From an optimization exercise on the open Yosys and OpenROAD flow, aimed at small area; shortcuts taken in it are not production practice. In this exercise RTL edits were held to simulation tests only and were not proved equivalent to the original. Power figures rest on the tool's default switching activity, not on a simulated workload.

<file path="flow/design.v">
module aqtc_fcmp (
    input  wire [30:0] b,
    input  wire [30:0] a,
    input  wire        t2,
    input  wire        t3,
    output wire        gt
);
    wire [7:0]  ea = a[30:23];
    wire [7:0]  eb = b[30:23];
    wire        an = |ea;
    wire        bn = |eb;
    wire [23:0] ma = {an, a[22:0]};
    wire [23:0] mb = {bn, b[22:0]};
    wire [9:0] x = {2'b0, ea[7:1], ea[0] | ~an};
    wire [9:0] y = ~{2'b0, eb[7:1], eb[0] | ~bn};
    reg  [9:0] d; reg c; integer i;
    always @(*) begin
        c = 1'b1;
        for (i = 0; i < 10; i = i + 1) begin
            d[i] = x[i] ^ y[i] ^ c;
            c = (x[i] & y[i]) | (c & (x[i] ^ y[i]));
        end
    end
    reg [9:0] j; reg c2; reg [9:0] z;
    always @(*) begin
        z = {7'd0, 1'b1, 1'b0, t3};
        c2 = 1'b0;
        for (i = 0; i < 10; i = i + 1) begin
            j[i] = d[i] ^ z[i] ^ c2;
            c2 = (d[i] & z[i]) | (c2 & (d[i] ^ z[i]));
        end
    end
    wire        jneg = j[9];
    wire        jbig = ~j[9] & ((|j[8:3]) | (j[2] & j[1]));
    reg [25:0] mb3; reg c3;
    wire [25:0] p = {2'b0, mb}, q = {1'b0, mb, 1'b0};
    always @(*) begin
        c3 = mb[23];
        for (i = 0; i < 26; i = i + 1) begin
            mb3[i] = p[i] ^ q[i] ^ c3;
            c3 = (p[i] & q[i]) | (c3 & (p[i] ^ q[i]));
        end
    end
    wire [27:0] lh  = t2 ? {mb3, mb[22:21]} : {mb, 2'b00, mb[23:22]};
    wire        sticky = t2 ? |mb[20:0] : |mb[21:0];
    reg [27:0] r5; reg c4;
    wire [27:0] u = {3'b0, ma, 1'b1}, v = {1'b0, ma, 1'b1, 2'b0};
    always @(*) begin
        c4 = 1'b0;
        for (i = 0; i < 28; i = i + 1) begin
            r5[i] = u[i] ^ v[i] ^ c4;
            c4 = (u[i] & v[i]) | (c4 & (u[i] ^ v[i]));
        end
    end
    wire [32:0] r5s = {5'd0, r5} << j[2:0];
    wire        big = |r5s[32:28];
    wire tie = sticky | a[0];
    reg g;
    always @(*) begin
        g = tie;
        for (i = 0; i < 28; i = i + 1)
            g = r5s[i] ? (lh[i] & g) : (lh[i] | g);
    end
    assign gt = ~(&ea) & ((&eb) | jneg | (~jbig & ~big & g));
endmodule
module aqtc_td (
    input  wire        clk,
    input  wire        rst,
    input  wire        in_valid,
    input  wire [31:0] in_sample,
    output reg         out_valid,
    output reg         out_nan,
    output wire [8:0]  out_nanidx,
    output wire        out_res,
    output wire [2:0]  out_code,
    output wire [2:0]  out_idx
);
    localparam [30:0] TD_FLOOR = 31'h3B480000;    
    function gt31;    
        input [30:0] x, y;
        integer n;
        begin
            gt31 = 1'b0;
            for (n = 0; n < 31; n = n + 1)
                gt31 = y[n] ? (x[n] & gt31) : (x[n] | gt31);
        end
    endfunction
    reg  [8:0]  r;         
    reg  [30:0] E, P, Q, H;
    reg         post, t1, hi0, hi1;
    reg  [2:0]  best;
    reg         z0, z1;
    wire [30:0] mag   = in_sample[30:0];
    wire [8:0]  rn    = r + 9'd1;            
    wire        first = (r[5:0] == 6'd63);
    wire        bnd   = in_valid & (r[5:0] == 6'd62);
    wire        s_gt  = gt31(mag, E);
    wire        e_ge_fl = ~gt31(TD_FLOOR, E);
    wire        e_ld  = in_valid & (first | s_gt);
    wire [30:0] En    = (mag & {31{e_ld}}) | (E & {31{~e_ld}});
    wire [2:0]  seg   = r[8:6];                   
    wire [2:0]  ps    = first ? r[8:6] : r[8:6] - 3'd1;
    wire        is_nan  = (mag[30:23] == 8'hFF) & (|mag[22:0]);
    wire        at2     = (rn == 9'd2);
    wire        nan_cap = in_valid & (at2 ? (z0 | z1 | is_nan) :
                         ((rn[8:2] != 7'd0 || rn[1:0] == 2'd3) && is_nan && !out_nan));
    wire [8:0]  nan_j   = at2 ? {7'd0, ~z0 & ~z1, ~z0 & z1} : rn;
    wire [30:0] Pn = (E & {31{post}}) | (P & {31{~post}});
    wire [30:0] cb = bnd ? En : Pn;
    wire [30:0] ca = bnd ? P : (t1 ? H : Q);
    wire        cgt;
    aqtc_fcmp u_cmp (.b(cb), .a(ca), .t2(post), .t3(bnd), .gt(cgt));
    wire        p_gt_a = gt31(P, ca);
    wire        t1c   = t1 & ps[2];
    wire        act   = (r[8] & (bnd | post)) | t1c;
    wire [2:0]  cur   = bnd ? seg : (post ? (r[7] ? 3'd3 : 3'd2) : 3'd1);
    wire        take  = act & cgt & ((best == 3'd0) | (cur < best));
    always @(posedge clk) begin
        E <= En;
        P <= Pn;
        if (nan_cap)
            H[8:0] <= nan_j;
        else if (t1 && !ps[2] && !out_nan && (ps == 3'd0 || p_gt_a))
            H <= P;
        if ((post && (seg == 3'd3 || seg == 3'd5)) ||
            (!t1 && (ps == 3'd3 || ps == 3'd5) && p_gt_a))
            Q <= P;
        if (post && seg == 3'd3)
            best <= 3'd0;
        else if (take)
            best <= cur;
        if (post && !r[8])
            hi0 <= (seg != 3'd0 && hi0) | e_ge_fl;
        if (post && r[8])
            hi1 <= (seg != 3'd4 && hi1) | e_ge_fl;
    end
    always @(posedge clk) begin
        if (rst) begin
            r         <= 9'h1FF;
            post      <= 1'b0;
            t1        <= 1'b0;
            out_valid <= 1'b0;
        end else begin
            if (in_valid)
                r <= rn;
            post      <= bnd;
            t1        <= post;
            out_valid <= t1 & (ps == 3'd7);
        end
    end
    always @(posedge clk) begin
        if (in_valid) begin
            if (rn == 9'd0)
                z0 <= is_nan;
            if (rn == 9'd1)
                z1 <= is_nan;
            if (at2)
                out_nan <= z0 | z1 | is_nan;
            else if (nan_cap)
                out_nan <= 1'b1;
        end
    end
    assign out_nanidx = out_nan ? H[8:0] : 9'd0;
    wire       silent   = ~hi0 | ~hi1;
    assign out_res  = ~out_nan & ~silent & (best != 3'd0);
    assign out_code = out_nan ? 3'd0 : silent ? 3'd4 :
                      (best == 3'd0) ? 3'd0 : (best == 3'd1) ? 3'd1 :
                      (best[2:1] == 2'b01) ? 3'd2 : 3'd3;
    assign out_idx  = (out_nan | silent) ? 3'd0 : best;
endmodule
</file>
<file path="flow/flow/run.sh">
#!/bin/bash
# Standard ORFS layout, with an area-oriented ABC mapping script, no
# pre-ABC adder extraction and the smallest buffer on the ports.
set -euo pipefail
here=$(pwd)
rm -rf "$here/scripts"
cp -r "$FLOW_HOME/scripts" "$here/scripts"
cp "$here/flow/abc_area.script" "$here/scripts/abc_speed.script"
export SCRIPTS_DIR="$here/scripts"
export ADDER_MAP_FILE=
export BUFFER_PORTS_ARGS="-buffer_cell sky130_fd_sc_hd__buf_1"
bash standard.sh > "$here/standard.log" 2>&1
</file>
<file path="flow/flow/abc_area.script">
strash
balance
rewrite
refactor
balance
rewrite
rewrite -z
balance
refactor -z
rewrite -z
balance
&get -n
&dc2
&put
balance
rewrite
refactor
balance
rewrite
rewrite -z
balance
refactor -z
rewrite -z
balance
&get -n
&dc2
&put
balance
rewrite
refactor
balance
rewrite
rewrite -z
balance
refactor -z
rewrite -z
balance
resub -K 8
resub -K 10 -N 2
dch -f
amap
topo
stime -c
</file>
<file path="flow/standard.sh">
#!/bin/bash
# synth_recipe.tcl (not shown) runs the flow's synth.tcl, then flattens the netlist and writes it again
# the make line also repeats each setting of config.mk as NAME=value (left out here)
make -C /OpenROAD-flow-scripts/flow DESIGN_CONFIG=/design/flow/config.mk WORK_HOME=/design/flow/orfs CLKGATE_MAP_FILE= SYNTH_SCRIPT=/design/flow/synth_recipe.tcl "${@:-finish}"
</file>
<file path="flow/config.mk">
export PLATFORM = sky130hd
export DESIGN_NAME = aqtc_td
export DESIGN_NICKNAME = aqtc_td
export VERILOG_FILES = /design/flow/design.v
export SDC_FILE = /design/flow/constraint.sdc
export NUM_CORES = 4
export LEC_CHECK = 0
export CAP_MARGIN = 5
export CORE_MARGIN = 2
export CORE_UTILIZATION = 65
export CTS_BUF_LIST = sky130_fd_sc_hd__clkbuf_8
export SLEW_MARGIN = 5
</file>
<file path="flow/constraint.sdc">
create_clock -name core_clock -period 30.0 [get_ports {clk}]
set_input_delay 6.0000 -clock core_clock [delete_from_list [all_inputs] [get_ports {clk}]]
set_output_delay 6.0000 -clock core_clock [all_outputs]
set_load 0.01 [all_outputs]
</file>
==> impl_metrics.tcl, run 1 <==
set metrics [dict create \
    status "no timing/DRC/antenna violations" \
    grt.total_usage_pct 33.87 \
    ctsResizeCount 0 \
    vias 9644 \
    firstDrtPassIters 6 \
    synth_edf_count 67 \
    power.internal_w 0.0006163 \
    drc 0 \
    crit_top_cell "o21ai_0" \
    synth_common_cells "147 x nor2_1, 130 x o21ai_0, 119 x clkinv_1, 104 x o22ai_1, 100 x nand2_1" \
    drt_wl_total_mm 25.22 \
    rsz0062_at_grt "false" \
    synth.distinct_cells 46 \
    seqPwrFrac_pct 27.5 \
    power.density_nw_per_um2 115.7 \
    post_cts_buffers 0 \
    tritoncts "done" \
    synth_top_area_share_pct 22.02 \
    ys_warn_count 2 \
    antenna_found_initial 0 \
    yosys.area.top_type "edfxtp_1" \
    hp-class "flip-flop to flip-flop" \
    h-tree-depth 4 \
    gp_congestion 0.9166 \
    cpMaxStageDelayCell "a2111oi_0" \
    switching_power_w 0.0005447 \
    worst_ep_arrival_time_ns 21.30 \
    hold_buffers 0 \
    synth_ff_type "dfxtp_1" \
    cts.sink_count 144 \
    fp.dieW_um 122.6 \
    grt_first_pass_wirelength_mm 39.95 \
    start_util_pct 66.07 \
    io_buffer_count 51 \
    antenna_cells 0 \
    setup-violations-final 0 \
    row_count 43 \
    cpPeakStageDelay_ns 0.79 \
    hold_violations 0 \
    leakagePower_nw 3.367 \
    dp_hpwl_mm 17.38 \
    synth_cells 1152 \
    yosysMostFrequentCell "nor2_1" \
    die-area_um2 15020 \
    fmax_ghz 0.04774 \
    cts-buffers-inserted 17 \
    relSlewSlack_pct 19.74 \
    drive_gt1_share_pct 4.013 \
    nNetsFinal 1268 \
    layout_min_cycle_time_ns 20.95 \
    via_per_inst 6.763 \
    synth_area_per_cell_um2 7.930 \
    switching_share_pct 46.91 \
    synth_area_um2 9135 \
    fillers 1155 \
    syn_nets 1187 \
    ioPinCount 53 \
    coreArea_um2 13830 \
    dp_cells 1394 \
    first_global_vias 8322 \
    overflow 0 \
    ys_top_cells_by_area "edfxtp_1 22%, dfxtp_1 17%, o21ai_0 7.1%, o22ai_1 7.1%, nor2_1 6.0%" \
    ant_nets 0 \
    comb_power_share_pct 59.6 \
    tns_ns 0 \
    insertion_delay_ns 0.47 \
    ys_seq_elements 144 \
    cts-root-buf "clkbuf_8" \
    cts.clk_slew.worst_paths_ns 0.08 \
    final_cells 1426 \
    synthArstFlopShare_pct 0 \
    timing.reg2reg.setup_slack_ns 14.30 \
    drt_iter0_drc 1106 \
    peakVddDrop_mv 0.07055 \
    slew_viol_final 0 \
    cap_violations 0 \
    grt_max_degree 67 \
    yosysSeqAreaShare_pct 38.90 \
    path_class "input port to flip-flop" \
    syn_to_final_growth_pct 9.835 \
    fin_worst_skew_ns 0.01194 \
    finalCritPeriodShare_pct 69.83 \
    path_max_fanout 53 \
    die_h_um 122.6 \
    cp.required_ns 30.35 \
    clkPwrFrac_pct 12.9 \
    worst_setup_path_end_kind "flip-flop" \
    wire_per_inst_um 17.68 \
    cts_buffer_depth 2 \
    cp-start-kind "input port" \
    worstMarginPinSlew_ns 1.191 \
]
routing by layer:
metal / track usage, % / routed length, um
met1: 45.38 / 10710
met4: 12.86 / 720
met5: 0 / 0
met2: 55.07 / 11850
met3: 5.623 / 1939
sequential cells by signal, indices dropped and copies added (netlist names):
signal / count
E: 31
P: 31
hi1: 1
z1: 1
out_nan: 1
best: 3
r: 9
Q: 31
out_valid: 1
t1: 1
z0: 1
hi0: 1
post: 1
H: 31
worst paths after layout:
kind | cells after the start | from | end
setup / recovery | 105 | in_sample[1] | best[1]$_SDFFE_PP0P_
hold / removal | 0 | P[30]$_DFF_P_ | H[30]$_DFFE_PP_
setup reg to reg | 105 | E[1]$_DFF_P_ | best[1]$_SDFFE_PP0P_
hold reg to reg | 0 | P[30]$_DFF_P_ | H[30]$_DFFE_PP_
metrics by stage:
stage	worst slack [ns]	utilization, %	hold slack, ns	area [um^2]	total power, W
3_5_place_dp	8.810	69.86	0.4550	9659	0.0009991
5_1_grt	7.341	72.56	0.4888	10030	0.001255
2_1_floorplan	8.943	-	0.4328	9135	0.0008601
4_1_cts	9.236	72.56	0.4753	10030	0.001150
3_3_place_gp	8.964	69.86	0.4405	9659	0.0009842
6_report	9.052	72.56	0.4728	10030	0.001161
cell usage in the layout (no fill, tap or decap), types with 3 or more instances in the layout:
cell type,instances
o221a_1,4
o21bai_1,9
a22oi_1,9
or4_1,6
a221oi_1,9
a21boi_0,6
a21o_1,4
a21oi_1,91
nor4_1,8
inv_6,3
nand4_1,8
clkbuf_8,19
edfxtp_1,67
clkinv_2,3
nand4b_1,3
dfxtp_1,75
buf_4,11
a31oi_1,5
nand2_1,100
o221ai_1,24
clkinvlp_4,5
nand3_1,8
a221o_1,27
o22ai_1,104
o32ai_1,14
nor3_1,38
o32a_1,5
o22a_1,47
nor2b_1,12
o21ai_0,129
clkinv_1,117
or2_0,5
o211ai_1,8
nor2_1,145
a211oi_1,4
buf_1,51
o21a_1,33
logic make-up (layout without fill, tap and decap cells):
kind of cell | count (synthesis) | in the layout | share of synthesized area (%)
and+or+nand+nor | 341 | 341 | 16.15
AOI/OAI and AO/OA | 548 | 548 | 40.06
DFF | 144 | 144 | 38.90
buffers and inverters | 119 | 213 | 4.890
power by group through the flow:
stage	combinational [W]	clock, W	sequential (W)
2_1_floorplan	0.000548	0	0.000312
3_3_place_gp	0.000665	0	0.000319
3_5_place_dp	0.000676	0	0.000323
4_1_cts	0.000682	0.000149	0.000319
5_1_grt	0.000772	0.000155	0.000328
6_report	0.000692	0.000150	0.000319
worst max-delay path, delay by kind of cell:
kind | cells | cell delay (ns)
and+or+nand+nor | 31 | 3.38
AOI/OAI and AO/OA | 66 | 9.52
buffers and inverters | 8 | 2.38
area by class of cell:
class                   count  area (um^2)  area share [%]
multi-input cells         889         5157           51.40
flip-flops and latches    144         3556           35.44
inverters                 119        446.7           4.452
repair buffers             62        274.0           2.731
clock buffers              19        261.5           2.606
well taps                 180        225.2           2.245
clock inverters            13        112.6           1.122
==> run 2, diff against run 1 <==
--- a/flow/design.v
+++ b/flow/design.v
@@ -106,6 +106,5 @@
                          ((rn[8:2] != 7'd0 || rn[1:0] == 2'd3) && is_nan && !out_nan));
     wire [8:0]  nan_j   = at2 ? {7'd0, ~z0 & ~z1, ~z0 & z1} : rn;
-    wire [30:0] Pn = (E & {31{post}}) | (P & {31{~post}});
-    wire [30:0] cb = bnd ? En : Pn;
+    wire [30:0] cb = bnd ? En : (post ? E : P);
     wire [30:0] ca = bnd ? P : (t1 ? H : Q);
     wire        cgt;
@@ -118,5 +117,6 @@
     always @(posedge clk) begin
         E <= En;
-        P <= Pn;
+        if (post)
+            P <= E;
         if (nan_cap)
             H[8:0] <= nan_j;
==> impl_metrics.tcl, run 2 <==
set metrics [dict create \
    nNetsFinal 1273 \
    synth.distinct_cells 46 \
    cts_buffer_depth 2 \
    crit_top_cell "nor2_1" \
    firstDrtPassIters 6 \
    leakagePower_nw 3.407 \
    tns_ns 0 \
    yosysSeqAreaShare_pct 38.93 \
    layout_min_cycle_time_ns 20.03 \
    ctsResizeCount 0 \
    slew_viol_final 0 \
    cp.required_ns 30.36 \
    layout_commonest_cell "nor2_1" \
    fin_worst_skew_ns 0.01886 \
    grt_first_pass_wirelength_mm 41.02 \
    row_count 43 \
    first_global_vias 8659 \
    ys_seq_elements 144 \
    relSlewSlack_pct 35.15 \
    min_from "P[30]$_DFF_P_" \
    cts-buffers-inserted 17 \
    cts-root-buf "clkbuf_8" \
    syn_nets 1189 \
    synth_common_cells "172 x nor2_1, 124 x o21ai_0, 123 x clkinv_1, 106 x o22ai_1, 102 x a21oi_1" \
    cpMaxStageDelayCell "clkinv_1" \
    io_buffer_count 51 \
    drt_wl_total_mm 25.59 \
    yosysMostFrequentCell "nor2_1" \
    worstMarginPinSlew_ns 0.9727 \
    setup-violations-final 0 \
    synth_ff_type "dfxtp_1" \
    holdWs_ns 0.4826 \
    ys_warn_count 2 \
    drc 0 \
    hold_violations 0 \
    ff2ff_path_depth 100 \
    cts.clk_slew.worst_paths_ns 0.08 \
    worstReg2RegStart "E[1]$_DFF_P_" \
    insertion_delay_ns 0.48 \
    synth_cells 1154 \
    synth_area_per_cell_um2 7.911 \
    ys_top_cells_by_area "edfxtp_1 22%, dfxtp_1 17%, o22ai_1 7.3%, nor2_1 7.1%, o21ai_0 6.8%" \
    synth_edf_count 67 \
    vias 9586 \
    hp-class "flip-flop to flip-flop" \
    via_per_inst 6.699 \
    drt_iter0_drc 1046 \
    cpPeakStageDelay_ns 0.65 \
    h-tree-depth 4 \
    rsz0062_at_grt "false" \
    overflow 0 \
    power.density_nw_per_um2 120.5 \
    fmax_ghz 0.04992 \
    path_max_fanout 50 \
    path_class "input port to flip-flop" \
    die-area_um2 15010 \
    gp_congestion 0.9264 \
    status "no timing/DRC/antenna violations" \
    ioPinCount 53 \
    cp-startpoint "in_sample[1]" \
    worst_ep_arrival_time_ns 20.40 \
    synthArstFlopShare_pct 0 \
    yosys.area.top_type "edfxtp_1" \
    fillers 1132 \
    post-route-util_pct 72.91 \
    dp_hpwl_mm 17.63 \
    antenna_found_initial 0 \
    grt.total_usage_pct 34.68 \
    worst_setup_path_end_kind "flip-flop" \
    hold_buffers 0 \
    ant_nets 0 \
    syn_to_final_growth_pct 10.01 \
    synth_area_um2 9129 \
    cts.sink_count 144 \
    finalCritPeriodShare_pct 66.77 \
    hold_path_depth 0 \
    grt_max_degree 66 \
    final_cell_mix "171 x nor2_1, 123 x o21ai_0, 121 x clkinv_1" \
    coreArea_um2 13770 \
    die_h_um 122.5 \
    peakVddDrop_mv 0.07209 \
    wire_per_inst_um 17.88 \
    post_cts_buffers 0 \
    antenna_cells 0 \
    cap_violations 0 \
    start_util_pct 66.28 \
    drive_gt1_share_pct 4.077 \
    fp.dieW_um 122.5 \
    cp-start-kind "input port" \
    synth_top_area_share_pct 22.04 \
    tritoncts "done" \
]
run 2: cell count changes after synthesis, moves of 6 or more:
| cell | previous run | this run |
|---|---|---|
| nor2_1 | 147 | 172 |
| o21ai_0 | 130 | 124 |
| a21oi_1 | 92 | 102 |
| nand2_1 | 100 | 79 |
run 2: cell type report:
| cell class | instances | area (um^2) | area share (%) |
|---|---|---|---|
| multi-input cells | 887 | 5137 | 51.16 |
| clock inverters | 12 | 91.34 | 0.9095 |
| clock buffers | 20 | 275.3 | 2.741 |
| well taps | 180 | 225.2 | 2.243 |
| repair buffers | 65 | 296.5 | 2.953 |
| inverters | 123 | 461.7 | 4.598 |
| flip-flops and latches | 144 | 3555 | 35.40 |
run 2: report_power, final:
part / switching, W / internal [W]
clock network: 0.0000751 / 0.0000710
registers: 0.0000427 / 0.000276
logic: 0.000454 / 0.000290
run 2: cells by family after synthesis:
group	share of synthesized area, %
DFF	38.93
buffers and inverters	5.058
and+or+nand+nor	16.10
AOI/OAI and AO/OA	39.91
run 2: final timing paths:
path,to,slack (ns)
worst max register to register,best[0]$_SDFFE_PP0P_,15.19
worst max-delay path,best[0]$_SDFFE_PP0P_,9.97
worst min-delay path,Q[30]$_DFFE_PP_,0.48
worst min register to register,Q[30]$_DFFE_PP_,0.48
run 2: routing by layer:
metal  up-vias  global-route usage (%)  wire length, um
met3        51                   7.203             2260
met4         0                   11.42              474
li1       4707                       -                -
met2       472                   57.57            12010
met1      4356                   45.28            10840
met5         -                       0                0
run 2: critical path, delay by kind of cell:
kind,cells,cell delay [ns]
AOI/OAI and AO/OA,61,9.14
buffers and inverters,9,2.31
and+or+nand+nor,30,2.88
run 2: metrics by stage:
stage | total power (W) | setup WS (ns) | cell area, um^2 | instances
after floorplan | 0.0008983 | 7.544 | 9129 | 1154
after global placement | 0.001032 | 9.910 | 9676 | 1399
after detailed placement | 0.001048 | 9.761 | 9676 | 1399
after CTS | 0.001196 | 10.20 | 10040 | 1431
after global routing | 0.001313 | 8.330 | 10040 | 1431
final | 0.001210 | 9.968 | 10040 | 1431
==> run 3, diff against run 2 <==
--- a/flow/design.v
+++ b/flow/design.v
@@ -106,5 +106,6 @@
                          ((rn[8:2] != 7'd0 || rn[1:0] == 2'd3) && is_nan && !out_nan));
     wire [8:0]  nan_j   = at2 ? {7'd0, ~z0 & ~z1, ~z0 & z1} : rn;
-    wire [30:0] cb = bnd ? En : (post ? E : P);
+    wire [30:0] Pn = (E & {31{post}}) | (P & {31{~post}});
+    wire [30:0] cb = bnd ? En : Pn;
     wire [30:0] ca = bnd ? P : (t1 ? H : Q);
     wire        cgt;
@@ -117,6 +118,5 @@
     always @(posedge clk) begin
         E <= En;
-        if (post)
-            P <= E;
+        P <= Pn;
         if (nan_cap)
             H[8:0] <= nan_j;
==> flow/flow/run.sh (replaced) <==
#!/bin/bash
# Standard ORFS layout, with an area-oriented ABC mapping script, no
# pre-ABC adder extraction, the smallest buffer on the ports and no
# dummy clock loads.
set -euo pipefail
here=$(pwd)
rm -rf "$here/scripts"
cp -r "$FLOW_HOME/scripts" "$here/scripts"
cp "$here/flow/abc_area.script" "$here/scripts/abc_speed.script"
export SCRIPTS_DIR="$here/scripts"
export ADDER_MAP_FILE=
export CTS_ARGS="-sink_clustering_enable -repair_clock_nets -buf_list sky130_fd_sc_hd__clkbuf_8 -dont_use_dummy_load"
export BUFFER_PORTS_ARGS="-buffer_cell sky130_fd_sc_hd__buf_1"
bash standard.sh > "$here/standard.log" 2>&1
==> impl_metrics.tcl, run 3 <==
set metrics [dict create \
    synthAdderAreaFrac_pct 0 \
    yosys.area_share.xor_xnor_pct 0 \
    grt_max_degree 67 \
    die_h_um 122.6 \
    peakVddDrop_mv 0.07235 \
    cts-buffers-inserted 17 \
    drc 0 \
    grt.total_usage_pct 33.54 \
    synth_compound_area_share_pct 40.06 \
    vias 9499 \
    overflow 0 \
    h-tree-depth 4 \
    worst_ep_arrival_time_ns 21.28 \
    drt_wl_total_mm 24.78 \
    cap_violations 0 \
    fillers 1187 \
    synth_edf_count 67 \
    hold_buffers 0 \
    cp.required_ns 30.32 \
    drive_gt1_share_pct 2.924 \
    synthArstFlopShare_pct 0 \
    synthMuxAreaShare_pct 0 \
    insertion_delay_ns 0.46 \
    synth_simple_gate_area_share_pct 16.15 \
    ys_top_cells_by_area "edfxtp_1 22%, dfxtp_1 17%, o21ai_0 7.1%, o22ai_1 7.1%, nor2_1 6.0%" \
    cts.clk_slew.worst_paths_ns 0.06 \
    dp_hpwl_mm 17.38 \
    fin_worst_skew_ns 0.02470 \
    ys_warn_count 2 \
    syn_to_final_growth_pct 8.300 \
    synth_area_per_cell_um2 7.930 \
    yosysSeqAreaShare_pct 38.90 \
    start_util_pct 66.07 \
    cpPeakStageDelay_ns 0.79 \
    drt_iter0_drc 974 \
    cts_buffer_depth 2 \
    io_buffer_count 51 \
    firstDrtPassIters 7 \
    ys_seq_elements 144 \
    crit_top_cell "o21ai_0" \
    tns_ns 0 \
    finalCritPeriodShare_pct 69.85 \
    synth_top_area_share_pct 22.02 \
    layout_commonest_cell "nor2_1" \
    antenna_cells 0 \
    via_per_inst 6.732 \
    multiInputGateArea_um2 5157 \
    cpMaxStageDelayCell "a2111oi_0" \
    post_cts_buffers 0 \
    regArea_um2 3556 \
    path_max_fanout 53 \
    worstMarginPinSlew_ns 1.106 \
    synth.distinct_cells 46 \
    tritoncts "done" \
    setup-violations-final 0 \
    ctsResizeCount 0 \
    yosys.area.top_type "edfxtp_1" \
    leakagePower_nw 3.308 \
    fmax_ghz 0.04772 \
    first_global_vias 8213 \
    relSlewSlack_pct 25.46 \
    fp.dieW_um 122.6 \
    worst_setup_path_end_kind "flip-flop" \
    grt_first_pass_wirelength_mm 39.61 \
    finalPower_w 0.001124 \
    rsz0062_at_grt "false" \
    yosysMostFrequentCell "nor2_1" \
    hp-class "flip-flop to flip-flop" \
    layout_min_cycle_time_ns 20.96 \
    row_count 43 \
    coreArea_um2 13830 \
    ioPinCount 53 \
    status "no timing/DRC/antenna violations" \
    antenna_found_initial 0 \
    syn_nets 1187 \
    synth_common_cells "147 x nor2_1, 130 x o21ai_0, 119 x clkinv_1, 104 x o22ai_1, 100 x nand2_1" \
    slew_viol_final 0 \
    synth_cells 1152 \
    synth_area_um2 9135 \
    synth_top_family_by_area "compound AO/OA/AOI/OAI gates" \
    ant_nets 0 \
    path_class "input port to flip-flop" \
    final_cell_mix "145 x nor2_1, 129 x o21ai_0, 117 x clkinv_1" \
    die-area_um2 15020 \
    cts-root-buf "clkbuf_8" \
    power.density_nw_per_um2 113.6 \
    nNetsFinal 1268 \
    gp_congestion 0.9166 \
    synth_ff_type "dfxtp_1" \
    wire_per_inst_um 17.56 \
    cp-start-kind "input port" \
    cts.sink_count 144 \
    hold_violations 0 \
]
[run 3: cell types whose count changed after synthesis, sizes merged, moves of 4 or more]
cell | previous run | this run
o21ai | 124 | 130
nand2 | 79 | 100
o32a | 9 | 5
nor2 | 172 | 147
nand3 | 4 | 8
a21oi | 102 | 92
o211ai | 4 | 8
o22a | 43 | 47
nand4 | 12 | 8
clkinv | 123 | 119
[run 3: worst paths after layout]
kind	startpoint	end	slack, ns	cells past startpoint
worst max-delay path	in_sample[1]	best[1]$_SDFFE_PP0P_	9.04	105
worst min-delay path	P[0]$_DFF_P_	Q[0]$_DFFE_PP_	0.47	0
worst max register to register	E[1]$_DFF_P_	best[1]$_SDFFE_PP0P_	14.31	105
worst min register to register	P[0]$_DFF_P_	Q[0]$_DFFE_PP_	0.47	0
[run 3: final cells by class]
type                    instances  share of cell area, %
multi-input cells             889                  52.13
well taps                     180                  2.276
clock buffers                  17                  2.365
flip-flops and latches        144                  35.94
inverters                     119                  4.515
repair buffers                 62                  2.770
[run 3: power by group]
group | switching, W | internal (W) | total, W | leakage (nW)
clock network | 0.0000642 | 0.0000498 | 0.000114 | 0.122
registers | 0.0000412 | 0.000278 | 0.000319 | 1.26
logic | 0.000422 | 0.000269 | 0.000691 | 1.93
[run 3: worst max-delay path, delay by kind of cell]
family,cells,cell delay (ns)
compound gates,66,9.52
simple gates,31,3.35
buf+inv,8,2.38
[run 3: logic make-up after synthesis]
family / after synthesis
DFF: 144
and+or+nand+nor: 341
buffers and inverters: 119
AOI/OAI and AO/OA: 548
[run 3: stage by stage]
step | setup WS (ns) | hold slack, ns | instance area [um^2] | cells | utilization [%]
floorplan | 8.943 | 0.4328 | 9135 | 1152 | -
global placement | 8.964 | 0.4405 | 9659 | 1394 | 69.86
detailed placement | 8.810 | 0.4550 | 9659 | 1394 | 69.86
CTS | 9.219 | 0.4728 | 9893 | 1411 | 71.55
global route | 7.306 | 0.4849 | 9893 | 1411 | 71.55
finish | 9.044 | 0.4701 | 9893 | 1411 | 71.55
[run 3: per-layer routing]
metal / vias up / part of all wire [%] / wire length (um) / global-route usage (%)
met3: 44 / 7.3 / 1818 / 5.809
li1: 4654 / - / - / -
met5: - / 0 / 0 / 0
met1: 4430 / 43 / 10720 / 45.01
met2: 371 / 47 / 11720 / 55.17
met4: 0 / 2.1 / 529 / 10.85
==> run 4, diff against run 3 <==
--- a/flow/design.v
+++ b/flow/design.v
@@ -87,5 +87,6 @@
     endfunction
     reg  [8:0]  r;         
-    reg  [30:0] E, P, Q, H;
+    reg  [30:0] Ei, P, Q, H;
+    wire [30:0] E = ~Ei;      
     reg         post, t1, hi0, hi1;
     reg  [2:0]  best;
@@ -117,5 +118,5 @@
     wire        take  = act & cgt & ((best == 3'd0) | (cur < best));
     always @(posedge clk) begin
-        E <= En;
+        Ei <= ~En;
         P <= Pn;
         if (nan_cap)
==> impl_metrics.tcl, run 4 <==
set metrics [dict create \
    antenna_cells 0 \
    highest_layer "met4" \
    yosys.area.top_type "edfxtp_1" \
    worstMarginPinSlew_ns 1.051 \
    worstReg2RegStart "Ei[1]$_DFF_P_" \
    antenna_found_initial 0 \
    nNetsFinal 1235 \
    wire_per_inst_um 18.21 \
    start_util_pct 66.02 \
    ys_seq_elements 144 \
    peakVddDrop_mv 0.06394 \
    synth.distinct_cells 46 \
    drt_iter0_drc 1031 \
    drc 0 \
    drive_gt1_share_pct 2.922 \
    cts_buffer_depth 2 \
    cts-root-buf "clkbuf_8" \
    finalCritPeriodShare_pct 73.55 \
    crit_top_cell "nor2_1" \
    setup-violations-final 0 \
    cp-start-kind "input port" \
    leakagePower_nw 3.218 \
    fmax_ghz 0.04532 \
    cts-buffers-inserted 17 \
    row_count 43 \
    synth_area_per_cell_um2 8.127 \
    ant_nets 0 \
    grt.total_usage_pct 33.61 \
    via_per_inst 6.816 \
    grt_max_degree 71 \
    synth_top_area_share_pct 22.12 \
    reg2reg_to "best[1]$_SDFFE_PP0P_" \
    fin_worst_skew_ns 0.02595 \
    synth_common_cells "132 x o21ai_0, 131 x clkinv_1, 123 x nor2_1, 111 x o22ai_1, 82 x nand2_1" \
    gp_congestion 0.9162 \
    syn_nets 1154 \
    cts.sink_count 144 \
    post_cts_buffers 0 \
    path_max_fanout 43 \
    worst_setup_path_end_kind "flip-flop" \
    min_from "P[0]$_DFF_P_" \
    wl_met2_mm 11.19 \
    worst_ep_arrival_time_ns 22.41 \
    yosysSeqAreaShare_pct 39.08 \
    synth_edf_count 67 \
    tritoncts "done" \
    drt-met1-wl_mm 11.08 \
    drt_wl_total_mm 25.09 \
    cp.required_ns 30.35 \
    dr_wl_met3_mm 2.102 \
    hold_buffers 0 \
    ys_warn_count 2 \
    synth_cells 1119 \
    cts.clk_slew.worst_paths_ns 0.07 \
    cpMaxStageDelayCell "clkinv_1" \
    overflow 0 \
    synth_ff_type "dfxtp_1" \
    placed_cell_area_um2 9623 \
    final_cell_mix "131 x clkinv_1, 131 x o21ai_0, 120 x nor2_1" \
    relSlewSlack_pct 28.15 \
    timing.reg2reg.setup_slack_ns 13.24 \
    ioPinCount 53 \
    firstDrtPassIters 7 \
    holdPathEnd "Q[0]$_DFFE_PP_" \
    layout_min_cycle_time_ns 22.06 \
    yosysMostFrequentCell "o21ai_0" \
    syn_to_final_growth_pct 8.393 \
    vias 9393 \
    synthArstFlopShare_pct 0 \
    status "no timing/DRC/antenna violations" \
    ys_top_cells_by_area "edfxtp_1 22%, dfxtp_1 17%, o22ai_1 7.6%, o21ai_0 7.3%, clkinv_1 5.4%" \
    path_class "input port to flip-flop" \
    grt_first_pass_wirelength_mm 39.59 \
    tns_ns 0 \
    ctsResizeCount 0 \
    die-area_um2 14950 \
    coreArea_um2 13770 \
    ff2ff_path_depth 99 \
    fin_area_um2 9857 \
    h-tree-depth 4 \
    synth_area_um2 9094 \
    first_global_vias 8268 \
    fillers 1192 \
    slew_viol_final 0 \
    insertion_delay_ns 0.46 \
    power.density_nw_per_um2 116.3 \
    die_h_um 122.3 \
    io_buffer_count 51 \
    hold_path_depth 0 \
    fp.dieW_um 122.3 \
    cpPeakStageDelay_ns 0.94 \
    rsz0062_at_grt "false" \
    hold_violations 0 \
    hp-class "flip-flop to flip-flop" \
    dp_hpwl_mm 17.31 \
    cap_violations 0 \
]
run 4: worst max-delay path by stage:
stage	slack (ns)	to	cells past startpoint	from
detailed placement	7.75	best[1]$_SDFFE_PP0P_	100	in_sample[1]
floorplan	8.52	best[0]$_SDFFE_PP0P_	99	in_sample[1]
CTS	8.11	best[1]$_SDFFE_PP0P_	100	in_sample[1]
global placement	7.84	best[0]$_SDFFE_PP0P_	100	in_sample[1]
finish	7.94	best[1]$_SDFFE_PP0P_	100	in_sample[1]
global route	6.25	best[2]$_SDFFE_PP0P_	101	in_sample[1]
run 4: cell type report:
type	instances	area (um^2)	share of cell area, %
Multi-Input combinational cell	844	5077	51.51
Sequential cell	144	3555	36.06
Inverter	131	491.7	4.989
Timing Repair Buffer	62	274.0	2.780
Clock buffer	17	234.0	2.374
Tap cell	180	225.2	2.285
run 4: per-layer routing:
| metal | GRT usage [%] | up-vias |
|---|---|---|
| li1 | - | 4610 |
| met1 | 45.76 | 4318 |
| met2 | 51.98 | 411 |
| met3 | 7.063 | 54 |
| met4 | 14.37 | 0 |
| met5 | 0 | - |
run 4: critical path, delay by kind of cell:
family / cells / cell delay, ns
buffers and inverters: 7 / 2.24
AO/OA/AOI/OAI: 71 / 11.81
AND/OR/NAND/NOR: 22 / 2.29
run 4: where the power goes:
part / switching (W) / total, W / leakage [nW] / internal, W
registers: 0.0000516 / 0.000328 / 1.26 / 0.000276
logic: 0.000421 / 0.000704 / 1.84 / 0.000283
clock network: 0.0000645 / 0.000114 / 0.122 / 0.0000498
total: 0.000537 / 0.00115 / 3.22 / 0.000609
run 4: metrics by stage:
| step | util [%] | total power [W] | cells | hold slack [ns] | setup slack [ns] |
|---|---|---|---|---|---|
| floorplan | - | 0.0008711 | 1119 | 0.4328 | 8.521 |
| global placement | 69.87 | 0.001001 | 1361 | 0.4495 | 7.837 |
| detailed placement | 69.87 | 0.001017 | 1361 | 0.4520 | 7.753 |
| CTS | 71.57 | 0.001132 | 1378 | 0.4716 | 8.110 |
| global route | 71.57 | 0.001240 | 1378 | 0.4769 | 6.253 |
| finish | 71.57 | 0.001146 | 1378 | 0.4755 | 7.936 |
run 4: cell families after synthesis:
group	Yosys count	share of synthesized area [%]
compound gates	553	41.48
simple gates	291	14.03
buf+inv	131	5.407
flops	144	39.08

re-timing with driven ports:
How much do the figures lean on ideal ports? The routed layouts below were timed once more, with nothing changed but the port constraints. Step 1: set_driving_cell puts a clkbuf_16 on clk and a buf_2 on each other input, an assumption about the parent block. Step 2 times the ports against the registers' clock, not the clock port: input delays grow and output delays shrink by t, the midpoint of the rising clock arrivals with the driver on. a / b / c = ideal / step 1 / step 2; a / b = the first two.
run | t, ns | setup slack, ns | worst slew at a driven data input, ns
run 1 | 0.510 | 9.052 / 9.075 / 8.565 | 0.03
run 2 | 0.510 | 9.968 / 9.989 / 9.480 | 0.06
run 3 | 0.489 | 9.044 / 9.066 / 8.576 | 0.03
run 4 | 0.493 | 7.936 / 7.954 / 7.461 | 0.03
After both steps every run listed still meets setup and hold. For run 2, which loses most, drivers alone change the setup slack by +0.021 ns; drivers and shift together by -0.488 ns.
